This is an optimization exercise on Yosys and OpenROAD, whose aim is small area, not a production implementation. In this exercise RTL edits were held to simulation tests only and were not proved equivalent to the original. No activity file was given, so power comes from the tool's default toggle rates.

## the baseline
Design wspr_enc, start of the top module:
module wspr_enc (
  input  wire       clk,
  input  wire       rst,       
  input  wire       we,        
  input  wire [7:0] addr,      
  input  wire [7:0] wdata,
  output reg  [7:0] rdata      
);
For scale: roughly 410 flip-flops, roughly 23,000 sq um of cells after synthesis.
==> flow/config.mk <==
export PLATFORM = sky130hd
export DESIGN_NAME = wspr_enc
export DESIGN_NICKNAME = wspr_enc
export VERILOG_FILES = /design/flow/design.v
export SDC_FILE = /design/flow/constraint.sdc
export NUM_CORES = 4
export LEC_CHECK = 0
export ABC_AREA = 1
export CAP_MARGIN = 20
export CORE_MARGIN = 2
export CORE_UTILIZATION = 40
export GPL_TIMING_DRIVEN = 0
export PLACE_DENSITY = 0.6
export SLEW_MARGIN = 20
==> flow/constraint.sdc <==
create_clock -name core_clock -period 25.0 [get_ports {clk}]
set_input_delay 5.0000 -clock core_clock [delete_from_list [all_inputs] [get_ports {clk}]]
set_output_delay 5.0000 -clock core_clock [all_outputs]
set_load 0.01 [all_outputs]
standard.sh (not shown) runs the stock make flow with config.mk's settings and CLKGATE_MAP_FILE= SYNTH_SCRIPT=/design/flow/synth_recipe.tcl, a recipe that flattens the netlist after the stock synthesis.
==> flow/flow/run.sh <==
#!/bin/bash
# Standard layout, with clock tree synthesis told not to add dummy loads.
set -e
export CTS_ARGS="-sink_clustering_enable -repair_clock_nets -buf_list sky130_fd_sc_hd__clkbuf_8 -sink_clustering_size 16 -sink_clustering_max_diameter 50 -dont_use_dummy_load"
bash standard.sh > standard.log 2>&1
The baseline finished every stage and its layout cleared the timing, DRC and antenna checks.
## Diff of input files: the candidate against the baseline
==> flow/flow/run.sh <==
#!/bin/bash
# Standard layout, with clock tree synthesis told not to add dummy loads.
set -e
export CTS_ARGS="-sink_clustering_enable -repair_clock_nets -buf_list sky130_fd_sc_hd__clkbuf_4 -sink_clustering_size 8 -sink_clustering_max_diameter 40 -dont_use_dummy_load"
bash standard.sh > standard.log 2>&1
diff --git a/flow/config.mk b/flow/config.mk
--- a/flow/config.mk
+++ b/flow/config.mk
@@ -11 +11 @@
-export CORE_UTILIZATION = 40
+export CORE_UTILIZATION = 55
@@ -13 +13 @@
-export PLACE_DENSITY = 0.6
+export PLACE_DENSITY = 0.7
[summary]
Going from the baseline to the candidate, number of global-route vias before repair grows by 392. On cell count: between the candidate and the baseline, it ends up lower for the candidate. Between the candidate and the baseline, the clock-pin slew on the worst setup and hold paths figures differ only marginally. Of the candidate and the baseline, the baseline shows the higher register-to-register slack, with the candidate below it. The candidate: PASS, flow complete, no timing, DRC or antenna violations. Relative to the baseline, the die boundary height of the candidate is lower by 35 microns. Shortest clock period the worst path allows after layout delta for the candidate relative to the baseline: 0.76 ns lower. The relative slew slack in the candidate was lower than what the baseline gave. The candidate ends up with a path depth of the worst reg2reg path that is about 2% lower than in the baseline.

---

== alpha ==
Starting RTL as in the previous note.
// wspr_enc
module wspr_enc (
  input  wire       clk,
  input  wire       rst,       
  input  wire       we,        
  input  wire [7:0] addr,      
  input  wire [7:0] wdata,
  output reg  [7:0] rdata      
);
export LEC_CHECK = 0
export ABC_AREA = 1
export CAP_MARGIN = 20
export CORE_MARGIN = 2
export CORE_UTILIZATION = 40
export GPL_TIMING_DRIVEN = 0
export PLACE_DENSITY = 0.6
export SLEW_MARGIN = 20
create_clock -name core_clock -period 25.0 [get_ports {clk}]
==> flow/flow/run.sh <==
#!/bin/bash
# Standard layout, with clock tree synthesis told not to add dummy loads.
set -e
export CTS_ARGS="-sink_clustering_enable -repair_clock_nets -buf_list sky130_fd_sc_hd__clkbuf_4 -sink_clustering_size 10 -sink_clustering_max_diameter 38 -dont_use_dummy_load"
bash standard.sh > standard.log 2>&1
alpha reached the end of the flow, and the finished layout is clean on the timing, DRC and antenna checks.
#### Input delta (beta over alpha)
==> flow/flow/run.sh <==
#!/bin/bash
# Standard layout, with clock tree synthesis told not to add dummy loads.
set -e
export CTS_ARGS="-sink_clustering_enable -repair_clock_nets -buf_list {sky130_fd_sc_hd__clkbuf_2 sky130_fd_sc_hd__clkbuf_4 sky130_fd_sc_hd__clkbuf_8} -sink_clustering_size 8 -sink_clustering_max_diameter 40 -dont_use_dummy_load"
bash standard.sh > standard.log 2>&1
==> comparison <==
Every run (beta and alpha) finished clean.
STATUS final critical delay including setup and external delays: beta loses against alpha
Routed wire in beta totals more than in alpha.
beta vs alpha, highest-delay cell along the critical path: a211oi_1 vs a2111oi_0
From alpha to beta, count of multi-input combinational gates did not move at all.
On cell count, beta and alpha are basically level.
Against alpha, design area in beta rose slightly.
| hold slack | beta vs alpha | better |
Modified inputs, gamma compared to beta
==> flow/flow/run.sh <==
#!/bin/bash
# Standard layout, with clock tree synthesis told not to add dummy loads.
set -e
export CTS_ARGS="-sink_clustering_enable -repair_clock_nets -buf_list sky130_fd_sc_hd__clkbuf_4 -sink_clustering_size 8 -sink_clustering_max_diameter 40 -dont_use_dummy_load"
bash standard.sh > standard.log 2>&1
Results
Share of the clock period used by the worst path was higher in the run labelled beta.
For the combinational share of power, gamma came in 2.6 points higher than beta did.
gamma gives more via count than beta did.
From beta to gamma, count of clock-net buffers in the final layout did not move at all.
[compare] base=beta new=gamma: detailed route wirelength on metal2 fell by 0.91%; per-cell routed wire length barely changed.

---

== job 405 ==
wspr_enc again, from the RTL that the note above started with.
==> flow/design.v (excerpt) <==
module wspr_enc (
  input  wire       clk,
  input  wire       rst,       
  input  wire       we,        
  input  wire [7:0] addr,      
  input  wire [7:0] wdata,
  output reg  [7:0] rdata      
);
  localparam [31:0] POLY0 = 32'hF2D05351;
  localparam [31:0] POLY1 = 32'hE4613C47;
  localparam [161:0] SYNC = 162'b000110001101011000000011001010000011100010110011011100100100000100010101100011010010010101010110000101100010110011010000001010010000000111101001000111000100000011;
  localparam [1295:0] SRC_TAB = 1296'h55049e4d76258a39621194436c1b802f58079948712085345d0c8f3e67167b2a5201a15079288d3c651497466f1e83325b0a9c4b74238837600f92416a197e2d56059f4e77268b3a631295446d1c813059089a49722186355e0d903f68177c2b5302a04f78278c3b641396456e1d82315a099b4a732287365f0e914069187d2c54039d4c75248938611093426b1a7f2e57069847701f84335c0b8e3d66157a295100;
  localparam [21:0] K_T1  = 22'd4124224;    
  localparam [21:0] K_T2S = 22'd3485762;    
  localparam [21:0] K_T2P = 22'd65;
  localparam [21:0] K_T3  = 22'd63;
  localparam [31:0] SEEDC = 32'hDEADBF80;   
  localparam [2:0] PH_IDLE  = 3'd0,
                   PH_CHECK = 3'd1,
                   PH_NPASS = 3'd2,
                   PH_HINIT = 3'd3,
                   PH_HSTEP = 3'd4,
                   PH_MPASS = 3'd5,
  ...
Settings: LEC_CHECK=0, ABC_AREA=1, CAP_MARGIN=20, CORE_MARGIN=2, CORE_UTILIZATION=40, CTS_BUF_LIST=sky130_fd_sc_hd__clkbuf_8, CTS_CLUSTER_DIAMETER=50, CTS_CLUSTER_SIZE=16, GPL_TIMING_DRIVEN=0, PLACE_DENSITY=0.6, SLEW_MARGIN=20; clock period 25.0 ns.
run.sh (not shown) runs the stock make flow with config.mk's settings and CLKGATE_MAP_FILE= SYNTH_SCRIPT=/design/flow/synth_recipe.tcl, a recipe that flattens the netlist after the stock synthesis.
Stock flow here: none of the scripts above is used.
Job 405 did not stop at any stage, and its layout met the timing, DRC and antenna checks.
The following lists how job 6110 was set up differently from job 405:
# job 405
export LEC_CHECK = 0
export ABC_AREA = 1
export CAP_MARGIN = 20
export CORE_MARGIN = 2
export CORE_UTILIZATION = 40
export CTS_BUF_LIST = sky130_fd_sc_hd__clkbuf_8
export CTS_CLUSTER_DIAMETER = 50
export CTS_CLUSTER_SIZE = 16
export GPL_TIMING_DRIVEN = 0
export PLACE_DENSITY = 0.6
export SLEW_MARGIN = 20
create_clock -name core_clock -period 25.0 [get_ports {clk}]
# job 6110
export LEC_CHECK = 0
export ABC_AREA = 1
export CAP_MARGIN = 20
export CORE_MARGIN = 2
export CORE_UTILIZATION = 40
export GPL_TIMING_DRIVEN = 0
export PLACE_DENSITY = 0.6
export SLEW_MARGIN = 20
create_clock -name core_clock -period 25.0 [get_ports {clk}]
==> flow/flow/run.sh (new file) <==
#!/bin/bash
set -e
export PRE_GLOBAL_PLACE_TCL="$(pwd)/flow/rmbuf.tcl"
export CTS_ARGS="-sink_clustering_enable -repair_clock_nets -buf_list sky130_fd_sc_hd__clkbuf_4 -sink_clustering_size 8 -sink_clustering_max_diameter 40 -dont_use_dummy_load"
bash standard.sh > standard.log 2>&1
==> flow/flow/rmbuf.tcl (new file) <==
# Before global placement: take out the buffers synthesis left in the netlist
# (the standard flow does this only in its timing-driven placement mode).
remove_buffers
==> flow/standard.sh (new file) <==
#!/bin/bash
# synth_recipe.tcl (not shown) runs the flow's synth.tcl, then flattens the netlist and writes it again
# the make line also repeats each setting of config.mk as NAME=value (left out here)
make -C /OpenROAD-flow-scripts/flow DESIGN_CONFIG=/design/flow/config.mk WORK_HOME=/design/flow/orfs CLKGATE_MAP_FILE= SYNTH_SCRIPT=/design/flow/synth_recipe.tcl "${@:-finish}"
removed: flow/run.sh
[summary]
Job 6110 went all the way through the flow, and no timing, DRC or antenna check failed.
When the final numbers for job 6110 and job 405 were put side by side, the overall power of the completed layout turned out to be greater in job 405.
Compared with job 405, job 6110 shows met2 layer usage reported by global route lower by 3.1 points.
Of job 6110 and job 405, the higher internal power contribution belongs to job 405.

port drivers added, routing unchanged:
The results above use ideal ports. As a check the final layouts listed here were re-extracted and re-timed, cells and wires unchanged. Step 1 sets driving cells, clkbuf_16 on the clock port and buf_2 on the other inputs (assumed; they add their load-dependent delay and slew). Step 2 adds t to the input delays and takes it off the output delays; t is the mean of the earliest and latest rising clock arrival at the registers after step 1. Input paths then give back, and output paths get back, about the clock's delay inside the block. a / b / c = ideal / step 1 / step 2; a / b = the first two.
run	t, ns	slack for setup (ns)	worst slew at a driven data input, ns
the baseline	0.701	15.171 / 15.200 / 14.500	0.04
the candidate	0.885	15.931 / 15.969 / 15.084	0.04
alpha	0.871	15.293 / 15.325 / 14.454	0.04
beta	0.686	15.146 / 15.181 / 14.494	0.04
gamma	0.855	15.346 / 15.378 / 14.524	0.04
job 405	0.717	15.291 / 15.319 / 14.602	0.05
job 6110	0.886	15.625 / 15.626 / 14.740	0.06
After both steps every run listed still meets setup and hold. The setup slack of job 6110, which loses most, moves by +0.001 ns with the drivers and by -0.885 ns with both steps.
